Context: an optimization exercise on an open-source flow, tuned for small area. The choices shown serve that exercise and are no tape-out recipe. Only simulation tests tie the RTL to the original design; equivalence was not proved. Power and IR drop assume default switching activity.

[flow/design.v]
module la4_crc16 (
    input  wire [15:0] crc_in,
    input  wire [7:0]  data,
    output wire [15:0] crc_out
);
    reg [15:0] c;
    integer k;
    always @(*) begin
        c = crc_in ^ {8'h00, data};
        for (k = 0; k < 8; k = k + 1) begin
            if (c[0])
                c = (c >> 1) ^ 16'hA001;
            else
                c = c >> 1;
        end
    end
    assign crc_out = c;
endmodule
module la4_rtu #(
    parameter MAX_BLOCK   = 16,
    parameter SPEED_ADDR  = 16'h0000,
    parameter TORQUE_ADDR = 16'h0010,
    parameter IO_ADDR     = 16'h0020,
    parameter ERR_ADDR    = 16'h0030
) (
    input  wire        clk,
    input  wire        rst,
    input  wire        host_wr,
    input  wire [7:0]  host_waddr,
    input  wire [63:0] host_wdata,
    input  wire [7:0]  rd_addr,
    output reg  [63:0] rd_data,
    output wire        busy,
    output wire        conn_req,
    input  wire        conn_done,
    input  wire [1:0]  conn_result,
    output wire        tx_valid,
    output wire [7:0]  tx_data,
    input  wire        tx_ready,
    input  wire        rx_valid,
    input  wire [7:0]  rx_data,
    input  wire        rx_last,
    input  wire        rx_err,
    input  wire        rx_timeout,
    output reg         notify_valid,
    output wire [15:0] notify_code
);
    localparam [2:0] S_IDLE = 3'd0, S_DISP = 3'd1, S_CONN = 3'd2,
                     S_TX   = 3'd3, S_RX   = 3'd4, S_EVAL = 3'd5;
    localparam [7:0] C_OK = 8'h00, C_ILLEGAL = 8'h01, C_NOT_CONN = 8'h02,
                     C_ALREADY = 8'h03, C_CFG_INVALID = 8'h04,
                     C_OPEN_FAILED = 8'h05, C_LINK_FAILED = 8'h06,
                     C_COUNT_RANGE = 8'h07, C_XFER_FAILED = 8'h08;
    localparam [7:0] X_OK = 8'h00, X_TIMEOUT = 8'h01, X_RX_ERROR = 8'h02,
                     X_MALFORMED = 8'h03, X_CRC_ERROR = 8'h04,
                     X_BAD_SLAVE = 8'h05, X_SLAVE_EXC = 8'h06,
                     X_BAD_FUNC = 8'h07, X_BAD_LENGTH = 8'h08,
                     X_BAD_ECHO = 8'h09;
    localparam [2:0] B_SPEED = 3'd0, B_TORQUE = 3'd1, B_IO = 3'd2, B_ERR = 3'd3;
    reg [63:0] cmd_reg;           
    reg        st_connected;
    reg        st_busy;
    reg        st_done;
    reg        st_overrun;
    reg        st_write_ok;
    reg [7:0]  st_cause;
    reg [7:0]  st_xfer_cause;
    reg [7:0]  st_xfer_exc;
    reg [2:0]  lk_baud;
    reg [4:0]  lk_slave;
    reg        lk_verbose;
    reg [7:0]  res_len;
    reg        cr_speed_ok, cr_torque_ok, cr_io_ok, cr_err_tried, cr_err_ok, cr_alarm_eval;
    reg [2:0]  cr_speed_att, cr_torque_att, cr_io_att, cr_err_att;
    reg [4:0]  valid_bits;        
    reg [15:0] speed_cmd, speed_fb, speed_dev;
    reg [15:0] torque_cmd, torque_fb, torque_dev;
    reg [7:0]  din;
    reg [5:0]  dout;
    reg [15:0] error_code;
    reg        fault_faulted;
    reg [15:0] fault_latched;
    reg [31:0] error_tally;
    reg [31:0] notify_count;
    reg [15:0] notify_code_r;
    reg [31:0] poll_interval;
    reg [15:0] res [0:MAX_BLOCK-1];
    reg [2:0]  state;
    reg [2:0]  blk;               
    reg [2:0]  att;               
    reg        in_poll;           
    reg        xfc06;             
    reg [15:0] xa, xb;            
    reg [2:0]  tx_idx;
    reg [15:0] tx_crc;
    reg        rx_started;
    reg        rx_tmo;
    reg        rx_err_seen;
    reg [8:0]  rx_cnt;            
    reg [7:0]  rx_b0, rx_b1, rx_b2;
    reg [7:0]  rx_last_b, rx_prev_b;
    reg [15:0] rx_crc, rx_crc_d1, rx_crc_d2;
    reg        rx_echo_bad;
    reg [15:0] stage [0:MAX_BLOCK-1];
    assign busy        = st_busy;
    assign notify_code = notify_code_r;
    assign conn_req    = (state == S_CONN);
    wire is_connect = ((cmd_reg & 64'hFFFFFFFFFEE0F8FF) == 64'h0000000000000001);
    wire is_read    = ((cmd_reg & 64'hFFFFFFFF000000FF) == 64'h0000000000000002);
    wire is_write   = ((cmd_reg & 64'hFFFF00000000FFFF) == 64'h0000000000000003);
    wire is_poll    = (cmd_reg == 64'h0000000000000004);
    wire is_tear    = (cmd_reg == 64'h0000000000000005);
    wire [2:0]  c_baud    = cmd_reg[10:8];
    wire [4:0]  c_slave   = cmd_reg[20:16];
    wire        c_verbose = cmd_reg[24];
    wire [7:0]  c_count   = cmd_reg[15:8];
    wire [15:0] c_addr    = cmd_reg[31:16];
    wire [15:0] c_value   = cmd_reg[47:32];
    wire [7:0] fc = xfc06 ? 8'h06 : 8'h03;
    reg  [7:0] req_byte [0:7];
    always @(*) begin
        req_byte[0] = {3'b000, lk_slave};
        req_byte[1] = fc;
        req_byte[2] = xa[15:8];
        req_byte[3] = xa[7:0];
        req_byte[4] = xb[15:8];
        req_byte[5] = xb[7:0];
        req_byte[6] = tx_crc[7:0];
        req_byte[7] = tx_crc[15:8];
    end
    assign tx_valid = (state == S_TX);
    assign tx_data  = req_byte[tx_idx];
    wire [15:0] tx_crc_next;
    la4_crc16 u_tx_crc (.crc_in(tx_crc), .data(tx_data), .crc_out(tx_crc_next));
    wire [15:0] rx_crc_next;
    la4_crc16 u_rx_crc (.crc_in(rx_crc), .data(rx_data), .crc_out(rx_crc_next));
    wire [9:0] exp_len = 10'd5 + {1'b0, xb[7:0], 1'b0};
    reg  [7:0] v_cause;
    always @(*) begin
        if (rx_tmo)
            v_cause = X_TIMEOUT;
        else if (rx_err_seen)
            v_cause = X_RX_ERROR;
        else if (rx_cnt < 9'd4 || rx_cnt > 9'd256)
            v_cause = X_MALFORMED;
        else if (rx_crc_d2 != {rx_last_b, rx_prev_b})
            v_cause = X_CRC_ERROR;
        else if (rx_b0 != {3'b000, lk_slave})
            v_cause = X_BAD_SLAVE;
        else if (rx_b1 == (fc | 8'h80))
            v_cause = (rx_cnt == 9'd5) ? X_SLAVE_EXC : X_MALFORMED;
        else if (rx_b1 != fc)
            v_cause = X_BAD_FUNC;
        else if (!xfc06)
            v_cause = (rx_b2 != {xb[6:0], 1'b0} || {1'b0, rx_cnt} != exp_len) ? X_BAD_LENGTH : X_OK;
        else
            v_cause = (rx_echo_bad || rx_cnt != 9'd8) ? X_BAD_ECHO : X_OK;
    end
    wire v_ok = (v_cause == X_OK);
    reg [15:0] blk_addr;
    reg [15:0] blk_count;
    always @(*) begin
        case (blk)
            B_SPEED:  begin blk_addr = SPEED_ADDR;  blk_count = 16'd3; end
            B_TORQUE: begin blk_addr = TORQUE_ADDR; blk_count = 16'd3; end
            B_IO:     begin blk_addr = IO_ADDR;     blk_count = 16'd2; end
            default:  begin blk_addr = ERR_ADDR;    blk_count = 16'd1; end
        endcase
    end
    function [15:0] addr_of;
        input [2:0] b;
        case (b)
            B_SPEED:  addr_of = SPEED_ADDR;
            B_TORQUE: addr_of = TORQUE_ADDR;
            B_IO:     addr_of = IO_ADDR;
            default:  addr_of = ERR_ADDR;
        endcase
    endfunction
    function [15:0] count_of;
        input [2:0] b;
        case (b)
            B_SPEED:  count_of = 16'd3;
            B_TORQUE: count_of = 16'd3;
            B_IO:     count_of = 16'd2;
            default:  count_of = 16'd1;
        endcase
    endfunction
    wire [8:0] data_pos  = rx_cnt - 9'd3;           
    wire [7:0] data_word = data_pos[8:1];
    wire [15:0] err_word = stage[0];
    wire [31:0] eff_interval = (poll_interval < 32'd1000)    ? 32'd1000 :
                               (poll_interval > 32'd2000000) ? 32'd2000000 :
                               poll_interval;
    reg [63:0] rd_mux;
    always @(*) begin
        rd_mux = 64'd0;
        case (rd_addr)
            8'd0:  rd_mux = cmd_reg;
            8'd1:  rd_mux = {32'd0, st_xfer_exc, st_xfer_cause, st_cause, 3'b000,
                             st_write_ok, st_overrun, st_done, st_busy, st_connected};
            8'd2:  rd_mux = {47'd0, lk_verbose, 3'b000, lk_slave, 5'b00000, lk_baud};
            8'd3:  rd_mux = {56'd0, res_len};
            8'd4:  rd_mux = {41'd0, cr_err_att, 1'b0, cr_io_att, 1'b0, cr_torque_att, 1'b0,
                             cr_speed_att, 2'b00, cr_alarm_eval, cr_err_ok, cr_err_tried,
                             cr_io_ok, cr_torque_ok, cr_speed_ok};
            8'd5:  rd_mux = {59'd0, valid_bits};
            8'd6:  rd_mux = {48'd0, speed_cmd};
            8'd7:  rd_mux = {48'd0, speed_fb};
            8'd8:  rd_mux = {48'd0, speed_dev};
            8'd9:  rd_mux = {48'd0, torque_cmd};
            8'd10: rd_mux = {48'd0, torque_fb};
            8'd11: rd_mux = {48'd0, torque_dev};
            8'd16: rd_mux = {56'd0, din};
            8'd17: rd_mux = {58'd0, dout};
            8'd18: rd_mux = {48'd0, error_code};
            8'd19: rd_mux = {32'd0, fault_latched, 15'd0, fault_faulted};
            8'd20: rd_mux = {32'd0, error_tally};
            8'd21: rd_mux = {32'd0, notify_count};
            8'd22: rd_mux = {48'd0, notify_code_r};
            8'd23: rd_mux = {32'd0, poll_interval};
            8'd24: rd_mux = {32'd0, eff_interval};
            default: begin
                if (rd_addr >= 8'd32 && rd_addr < 8'd32 + MAX_BLOCK)
                    rd_mux = {48'd0, res[rd_addr - 8'd32]};
            end
        endcase
    end
    always @(posedge clk) begin
        if (rst)
            rd_data <= 64'd0;
        else
            rd_data <= rd_mux;
    end
    integer i;
    always @(posedge clk) begin
        if (rst) begin
            cmd_reg       <= 64'd0;
            st_connected  <= 1'b0;
            st_busy       <= 1'b0;
            st_done       <= 1'b0;
            st_overrun    <= 1'b0;
            st_write_ok   <= 1'b0;
            st_cause      <= 8'd0;
            st_xfer_cause <= 8'd0;
            st_xfer_exc   <= 8'd0;
            lk_baud       <= 3'd0;
            lk_slave      <= 5'd0;
            lk_verbose    <= 1'b0;
            res_len       <= 8'd0;
            cr_speed_ok   <= 1'b0;
            cr_torque_ok  <= 1'b0;
            cr_io_ok      <= 1'b0;
            cr_err_tried  <= 1'b0;
            cr_err_ok     <= 1'b0;
            cr_alarm_eval <= 1'b0;
            cr_speed_att  <= 3'd0;
            cr_torque_att <= 3'd0;
            cr_io_att     <= 3'd0;
            cr_err_att    <= 3'd0;
            valid_bits    <= 5'd0;
            speed_cmd     <= 16'd0;
            speed_fb      <= 16'd0;
            speed_dev     <= 16'd0;
            torque_cmd    <= 16'd0;
            torque_fb     <= 16'd0;
            torque_dev    <= 16'd0;
            din           <= 8'd0;
            dout          <= 6'd0;
            error_code    <= 16'd0;
            fault_faulted <= 1'b0;
            fault_latched <= 16'd0;
            error_tally   <= 32'd0;
            notify_count  <= 32'd0;
            notify_code_r <= 16'd0;
            notify_valid  <= 1'b0;
            poll_interval <= 32'd0;
            for (i = 0; i < MAX_BLOCK; i = i + 1)
                res[i] <= 16'd0;
            state         <= S_IDLE;
            blk           <= B_SPEED;
            att           <= 3'd0;
            in_poll       <= 1'b0;
            xfc06         <= 1'b0;
            xa            <= 16'd0;
            xb            <= 16'd0;
            tx_idx        <= 3'd0;
            tx_crc        <= 16'hFFFF;
            rx_started    <= 1'b0;
            rx_tmo        <= 1'b0;
            rx_err_seen   <= 1'b0;
            rx_cnt        <= 9'd0;
            rx_b0         <= 8'd0;
            rx_b1         <= 8'd0;
            rx_b2         <= 8'd0;
            rx_last_b     <= 8'd0;
            rx_prev_b     <= 8'd0;
            rx_crc        <= 16'hFFFF;
            rx_crc_d1     <= 16'hFFFF;
            rx_crc_d2     <= 16'hFFFF;
            rx_echo_bad   <= 1'b0;
        end else begin
            notify_valid <= 1'b0;
            if (host_wr && host_waddr == 8'd23)
                poll_interval <= host_wdata[31:0];
            if (host_wr && host_waddr == 8'd0) begin
                if (st_busy) begin
                    st_overrun <= 1'b1;
                end else begin
                    cmd_reg     <= host_wdata;
                    st_busy     <= 1'b1;
                    st_done     <= 1'b0;
                    st_overrun  <= 1'b0;
                    st_write_ok <= 1'b0;
                    state       <= S_DISP;
                end
            end
            case (state)
            S_DISP: begin
                if (is_connect) begin
                    if (st_connected)
                        complete(C_ALREADY);
                    else if (c_baud == 3'd7 || c_slave == 5'd0)
                        complete(C_CFG_INVALID);
                    else
                        state <= S_CONN;
                end else if (is_read) begin
                    if (!st_connected) begin
                        res_len <= 8'd0;
                        complete(C_NOT_CONN);
                    end else if (c_count == 8'd0 || c_count > MAX_BLOCK) begin
                        res_len <= 8'd0;
                        complete(C_COUNT_RANGE);
                    end else begin
                        in_poll <= 1'b0;
                        start_xfer(1'b0, c_addr, {8'd0, c_count});
                    end
                end else if (is_write) begin
                    if (!st_connected)
                        complete(C_NOT_CONN);
                    else begin
                        in_poll <= 1'b0;
                        start_xfer(1'b1, c_addr, c_value);
                    end
                end else if (is_poll) begin
                    if (!st_connected)
                        complete(C_NOT_CONN);
                    else begin
                        cr_speed_ok   <= 1'b0;
                        cr_torque_ok  <= 1'b0;
                        cr_io_ok      <= 1'b0;
                        cr_err_tried  <= 1'b0;
                        cr_err_ok     <= 1'b0;
                        cr_alarm_eval <= 1'b0;
                        cr_speed_att  <= 3'd0;
                        cr_torque_att <= 3'd0;
                        cr_io_att     <= 3'd0;
                        cr_err_att    <= 3'd0;
                        in_poll <= 1'b1;
                        blk     <= B_SPEED;
                        att     <= 3'd0;
                        start_xfer(1'b0, SPEED_ADDR, 16'd3);
                    end
                end else if (is_tear) begin
                    st_connected <= 1'b0;
                    complete(C_OK);
                end else begin
                    complete(C_ILLEGAL);
                end
            end
            S_CONN: begin
                if (conn_done) begin
                    case (conn_result)
                        2'd0: begin
                            lk_baud      <= c_baud;
                            lk_slave     <= c_slave;
                            lk_verbose   <= c_verbose;
                            st_connected <= 1'b1;
                            complete(C_OK);
                        end
                        2'd1:    complete(C_OPEN_FAILED);
                        default: complete(C_LINK_FAILED);
                    endcase
                end
            end
            S_TX: begin
                if (tx_ready) begin
                    if (tx_idx < 3'd6)
                        tx_crc <= tx_crc_next;
                    tx_idx <= tx_idx + 3'd1;
                    if (tx_idx == 3'd7)
                        state <= S_RX;
                end
            end
            S_RX: begin
                if (rx_timeout && !rx_started) begin
                    rx_tmo <= 1'b1;
                    state  <= S_EVAL;
                end else if (rx_valid) begin
                    rx_started <= 1'b1;
                    if (rx_err)
                        rx_err_seen <= 1'b1;
                    if (rx_cnt != 9'd511)
                        rx_cnt <= rx_cnt + 9'd1;
                    if (rx_cnt == 9'd0) rx_b0 <= rx_data;
                    if (rx_cnt == 9'd1) rx_b1 <= rx_data;
                    if (rx_cnt == 9'd2) rx_b2 <= rx_data;
                    rx_prev_b <= rx_last_b;
                    rx_last_b <= rx_data;
                    rx_crc_d2 <= rx_crc_d1;
                    rx_crc_d1 <= rx_crc;
                    rx_crc    <= rx_crc_next;
                    if (rx_cnt < 9'd8 && rx_data != req_byte[rx_cnt[2:0]])
                        rx_echo_bad <= 1'b1;
                    if (rx_cnt >= 9'd3 && data_word < MAX_BLOCK) begin
                        if (data_pos[0] == 1'b0)
                            stage[data_word][15:8] <= rx_data;
                        else
                            stage[data_word][7:0]  <= rx_data;
                    end
                    if (rx_last)
                        state <= S_EVAL;
                end
            end
            S_EVAL: begin
                st_xfer_cause <= v_cause;
                st_xfer_exc   <= (v_cause == X_SLAVE_EXC) ? rx_b2 : 8'd0;
                if (!in_poll) begin
                    if (!xfc06) begin
                        if (v_ok) begin
                            for (i = 0; i < MAX_BLOCK; i = i + 1)
                                if (i < xb)
                                    res[i] <= stage[i];
                            res_len <= xb[7:0];
                            complete(C_OK);
                        end else begin
                            res_len <= 8'd0;
                            complete(C_XFER_FAILED);
                        end
                    end else begin
                        if (v_ok) begin
                            st_write_ok <= 1'b1;
                            complete(C_OK);
                        end else
                            complete(C_XFER_FAILED);
                    end
                end else begin
                    case (blk)
                        B_SPEED:  cr_speed_att  <= att + 3'd1;
                        B_TORQUE: cr_torque_att <= att + 3'd1;
                        B_IO:     cr_io_att     <= att + 3'd1;
                        default:  cr_err_att    <= att + 3'd1;
                    endcase
                    if (v_ok) begin
                        case (blk)
                        B_SPEED: begin
                            speed_cmd <= stage[0];
                            speed_fb  <= stage[1];
                            speed_dev <= stage[2];
                            valid_bits[0] <= 1'b1;
                            cr_speed_ok   <= 1'b1;
                            next_block(B_TORQUE);
                        end
                        B_TORQUE: begin
                            torque_cmd <= stage[0];
                            torque_fb  <= stage[1];
                            torque_dev <= stage[2];
                            valid_bits[1] <= 1'b1;
                            cr_torque_ok  <= 1'b1;
                            next_block(B_IO);
                        end
                        B_IO: begin
                            din  <= stage[0][7:0];
                            dout <= stage[1][5:0];
                            valid_bits[2] <= 1'b1;
                            cr_io_ok      <= 1'b1;
                            cr_alarm_eval <= 1'b1;
                            if (stage[1][1]) begin
                                cr_err_tried <= 1'b1;
                                next_block(B_ERR);
                            end else begin
                                fault_faulted <= 1'b0;
                                fault_latched <= 16'd0;
                                error_code    <= 16'd0;
                                valid_bits[3] <= 1'b1;
                                complete(C_OK);
                            end
                        end
                        default: begin
                            error_code    <= err_word;
                            valid_bits[3] <= 1'b1;
                            cr_err_ok     <= 1'b1;
                            if (err_word == 16'd0) begin
                                fault_faulted <= 1'b0;
                                fault_latched <= 16'd0;
                            end else if (err_word != fault_latched) begin
                                fault_faulted <= 1'b1;
                                fault_latched <= err_word;
                                notify_count  <= notify_count + 32'd1;
                                notify_code_r <= err_word;
                                notify_valid  <= 1'b1;
                            end
                            complete(C_OK);
                        end
                        endcase
                    end else begin
                        if (error_tally != 32'hFFFFFFFF)
                            error_tally <= error_tally + 32'd1;
                        if (att == 3'd4) begin
                            case (blk)
                                B_SPEED:  next_block(B_TORQUE);
                                B_TORQUE: next_block(B_IO);
                                default:  complete(C_OK);
                            endcase
                        end else begin
                            att <= att + 3'd1;
                            start_xfer(1'b0, blk_addr, blk_count);
                        end
                    end
                end
            end
            default: ;
            endcase
        end
    end
    task complete;
        input [7:0] cause;
        begin
            st_cause <= cause;
            st_busy  <= 1'b0;
            st_done  <= 1'b1;
            state    <= S_IDLE;
        end
    endtask
    task start_xfer;
        input        f06;
        input [15:0] a;
        input [15:0] b;
        begin
            xfc06       <= f06;
            xa          <= a;
            xb          <= b;
            tx_idx      <= 3'd0;
            tx_crc      <= 16'hFFFF;
            rx_started  <= 1'b0;
            rx_tmo      <= 1'b0;
            rx_err_seen <= 1'b0;
            rx_cnt      <= 9'd0;
            rx_crc      <= 16'hFFFF;
            rx_crc_d1   <= 16'hFFFF;
            rx_crc_d2   <= 16'hFFFF;
            rx_echo_bad <= 1'b0;
            state       <= S_TX;
        end
    endtask
    task next_block;
        input [2:0] b;
        begin
            blk <= b;
            att <= 3'd0;
            start_xfer(1'b0, addr_of(b), count_of(b));
        end
    endtask
endmodule
[flow/run.sh]
#!/bin/bash
# synth_recipe.tcl (not shown) runs the flow's synth.tcl, then flattens the netlist and writes it again
# the make line also repeats each setting of config.mk as NAME=value (left out here)
make -C /OpenROAD-flow-scripts/flow DESIGN_CONFIG=/design/flow/config.mk WORK_HOME=/design/flow/orfs CLKGATE_MAP_FILE= SYNTH_SCRIPT=/design/flow/synth_recipe.tcl finish
[flow/config.mk]
export PLATFORM = sky130hd
export DESIGN_NAME = la4_rtu
export DESIGN_NICKNAME = la4_rtu
export VERILOG_FILES = /design/flow/design.v
export SDC_FILE = /design/flow/constraint.sdc
export NUM_CORES = 4
export LEC_CHECK = 0
export CAP_MARGIN = 20
export CORE_MARGIN = 2
export CORE_UTILIZATION = 40
export SLEW_MARGIN = 20
[flow/constraint.sdc]
create_clock -name core_clock -period 10.0 [get_ports {clk}]
set_input_delay 2.0000 -clock core_clock [delete_from_list [all_inputs] [get_ports {clk}]]
set_output_delay 2.0000 -clock core_clock [all_outputs]
set_load 0.01 [all_outputs]
==> results.txt <==
## layout make-up
type / count / area [µm²]
clock buffers: 158 / 3281
diodes: 2 / 5.005
fillers: 10970 / 60870
repair buffers: 303 / 2728
well taps: 1512 / 1892
clock inverters: 58 / 676.9
flip-flops and latches: 1111 / 24800
multi-input cells: 3513 / 19780
inverters: 41 / 153.9
## power groups by stage
stage          combinational [µW]  sequential (µW)  clock (µW)
5_1_grt                       428             4630        4720
3_3_place_gp                  394             4730           0
4_1_cts                       395             4630        4540
3_5_place_dp                  394             4730           0
2_1_floorplan                 233             4710           0
6_report                      404             4630        4500
## routing by layer
| layer | part of all wire, % | vias to the layer above |
|---|---|---|
| li1 | - | 18040 |
| met1 | 42 | 19620 |
| met2 | 44 | 2091 |
| met3 | 9.1 | 410 |
| met4 | 5.1 | 12 |
| met5 | 0.040 | - |
## stage by stage
stage                     util, %  std cells  cell area [µm²]  worst slack (ps)  power (µW)
after floorplan                 -       5032            45970              5274        4939
after global placement      43.17       6479            49300              4259        5126
after detailed placement    43.18       6479            49300              4196        5126
after CTS                   46.64       6695            53260              4460        9571
after global routing        46.69       6696            53320              4236        9780
final                       46.70       6698            53320              4409        9538
## worst reg2reg max path, delay by kind of cell, from the launching register on
family                   cells  cell delay [ps]
flip-flops                   1              310
multiplexers                 1              340
adder cells (fa/ha/maj)      1              320
AND/OR/NAND/NOR              5             1600
buffers and inverters        2              650
AO/OA/AOI/OAI                3             1630
## cell usage after synthesis (all sizes together), types with 45 or more instances
| master | n |
|---|---|
| nand2b | 47 |
| nand2 | 1006 |
| a22o | 45 |
| clkbuf | 318 |
| nor3 | 89 |
| dfxtp | 855 |
| a221oi | 47 |
| a21oi | 619 |
| xor2 | 53 |
| nand4 | 56 |
| nor4 | 70 |
| a31oi | 56 |
| o21ai | 74 |
| and3 | 55 |
| a22oi | 200 |
| mux2i | 131 |
| nor2 | 362 |
| xnor2 | 84 |
| nand3 | 148 |
| edfxtp | 256 |
| buf | 49 |
## worst paths after layout
check | slack, ps | startpoint | end
worst min-delay path | 450 | speed_fb[11] | speed_fb[11]
worst max-delay path | 4410 | tx_idx[1] | tx_data[0]
worst max register to register | 5030 | xb[1] | res[14][13]
worst min register to register | 450 | speed_fb[11] | speed_fb[11]
## kinds of logic after synthesis
kind of cell	count (synthesis)
compound gates	1223
xor+xnor	138
fa+ha+maj	25
buf+inv	408
flops	1111
mux	137
simple gates	1990
==> impl_summary.txt <==
----------------------------------------------------
[Drt]
  Post-detailed-route DRC marker count ... 0
  Total Routed Length ... 183200 µm
  Total number of vias ... 40170
  Antenna violation net count after detailed routing ... 0
  Per-cell routed wire length ... 27.36 µm
  Number of vias per cell after detailed routing ... 5.997
  Detailed-routing iteration count for the pre-antenna-repair pass ... 9
  Iteration-0 DRC count of the detailed router ... 5371

[Power and ir drop]
  Internal power summed over all cells ... 7350 µW
  Leakage Power ... 0.01826 µW
  Switching Fraction ... 22.94%
  Switching power total ... approximately 2200 µW
  Comb power frac ... 4.2%
  Sequential share of power ... 48.6%
  Power per Cell Area ... 178.9 nW/µm²
  Share of power burned in the clock network ... 47.2%
  Worst supply voltage drop on vdd ... 0.0001431 V

[Global routing]
  Antenna violations before repair ... 10
  First-pass GRT wire length ... between 200000 and 300000 µm
  Total global-route track usage ... just over 30%
  Highest-utilization routing layer at the global route stage ... met2
  Global routing met3 resource utilization ... 6.001%
  Overall overflow remaining after global route ... 0
  Largest net degree at the start of global routing ... 105
  Number of global-route vias before repair ... ~37000
  Met2 routing resource usage after global routing ... 46.38%
  Met1 routing resource usage after global routing ... 41.26%

[Clocking]
  Setup bufs post-CTS ... 0
  Clock latency reported for the late side of the worst-skew pair ... 730 ps
  Count of hold buffers inserted by post-cts repair ... 0
  Clock transition at the registers of the reported paths ... approximately 60 ps
  Clock sink total ... approximately 1100
  TritonCTS buffer count ... 114
  Maximum buffer depth of the clock tree ... 3
  Post-cts gate resize count ... 0
  H-tree lvl count ... 3
  Clock Root Buffer ... sky130_fd_sc_hd__clkbuf_16
  TritonCTS clock tree ... yes

[Synthesis]
  Syn Inst Count ... between 5000 and 6000
  Netlist cell types ... 90
  Synth Warn # ... 4
  Dominant combinational cell family by area after synthesis ... simple AND/OR/NAND/NOR gates
  Post-Synth XOR/XNOR Area ... 2.659%
  Yosys top cell by area ... sky130_fd_sc_hd__dfxtp_1
  Proportion of synthesized flip-flops having asynchronous set or reset ... 0%
  Mux cell area share after synthesis ... 2.999%
  Dominant register cell in the synthesized netlist ... sky130_fd_sc_hd__dfxtp_1
  EDFF count, synth ... 256
  Post-synthesis compound-gate area fraction ... 16.80%
  Simple-gate share of the synthesized area ... between 10% and 20%
  Number of register bits inferred by synthesis ... 1111
  Sequential element share of the synthesized area ... 53.95%
  Synth Area in Adders ... 0.6804%
  Proportion of netlist area held by the largest area contributor ... 37.23%
  Mapped Avg Cell Area ... 9.136 µm²
  Cell Area, Synth ... roughly 46000 µm²
  Dominant cells by area after synthesis ... sky130_fd_sc_hd__dfxtp_1 (37%), sky130_fd_sc_hd__edfxtp_1 (17%), sky130_fd_sc_hd__nand2_1 (8.2%)
  Synthesized Nets ... 5156

[Placed design]
  HPWL after detailed placement ... 128000 µm
  # port buffers ... 190
  GPL Wtd Cong ... 0.9759

[STA]
  Fin Clk Skew ... 33.78 ps
  Crit share post-route ... 55.91%
  Final count of negative-setup-slack endpoints ... 0
  Time the final worst path needs with I/O delays and setup ... 5591 ps
  Highest achievable clock rate ... about 180 MHz
  Pins over their slew limit ... 0
  Final-report hold violation count ... 0
  RSZ-0062 raised after global routing ... no
  Rel. slew slack ... between 20% and 30%
  Hold slack final ... 451.8 ps
  Slew @ Worst Pin ... ~1100 ps
  Sum of negative setup slack ... 0 ps

[Outcome]
  Outcome ... no timing/DRC/antenna violations

[Floorplan]
  Floorplan die height ... 343.0 µm
  Initial Utilization ... 40.26%
  Placement row count ... 124
  Die Width ... 343.0 µm
  Top-level port count ... 191
  Die area ... approximately 120000 µm²
  Core ar. ... 114200 µm²

[Layout]
  Most frequent standard cell in the layout excluding fill and tap cells ... sky130_fd_sc_hd__nand2_1
  Layout cells sized above 1 ... 7.369%
  Layout-stage area growth over the synthesis result ... 15.99%
  Highest-count cells in the layout ignoring fill and taps ... sky130_fd_sc_hd__nand2_1 (1004), sky130_fd_sc_hd__dfxtp_1 (855), sky130_fd_sc_hd__a21oi_1 (619)
  Largest registers ... res x256, stage x256
  Final layout net count ... 5208

[Critical path]
  Cell family contributing the most delay on the critical path ... compound AO/OA/AOI/OAI gates
  Slowest cell on the critical path ... sky130_fd_sc_hd__clkdlybuf4s50_1
  Crit path launch type ... flip-flop
  Maximum fanout along the worst path ... 10
  Buffers plus inverters on the worst setup path ... 1
  Data required time of the critical path ... 8000 ps
  Total stage count of the critical path ... 5
  Delay of the slowest critical-path stage ... between 600 and 700 ps
  Category of the worst setup path capture point ... output port
  Endpoint arrival time on the critical path ... 3590 ps
  Ordered list of cells on the worst path ... ha_1 -> nor2b_1 -> a222oi_1 -> a32oi_1 -> clkdlybuf4s50_1
  Depth of the most critical reg-to-reg path ... 12
  Type of the setup path with the least slack ... reg2out

[Min path]
  Hold depth ... 2
  Worst hold path class ... reg2reg

[Flow run]
  Number of max-cap violations ... 0

----------------------------------------------------

afterwards: timing with drivers on the ports:
No port has a modelled driver above. Below, the same layout with a new extraction and two added sets of constraints. Step 1, drivers: a clkbuf_16 drives clk and a buf_2 each remaining input, both assumed. Step 2 moves the port delays by t, midway between the first and last clock arrival at a register: inputs arrive t later, outputs are due t later. That takes back most of the time a late clock gives input paths. a / b / c = ideal / step 1 / step 2; a / b = the first two.
shift t [ns]: 0.788
setup WS [ns]: 4.409 / 4.334 / 4.251
clock arrival spread, ns: 0.034 / 0.033
After both steps this run still meets setup and hold. The setup slack of this run moves by -0.075 ns with the drivers and by -0.158 ns with both steps.
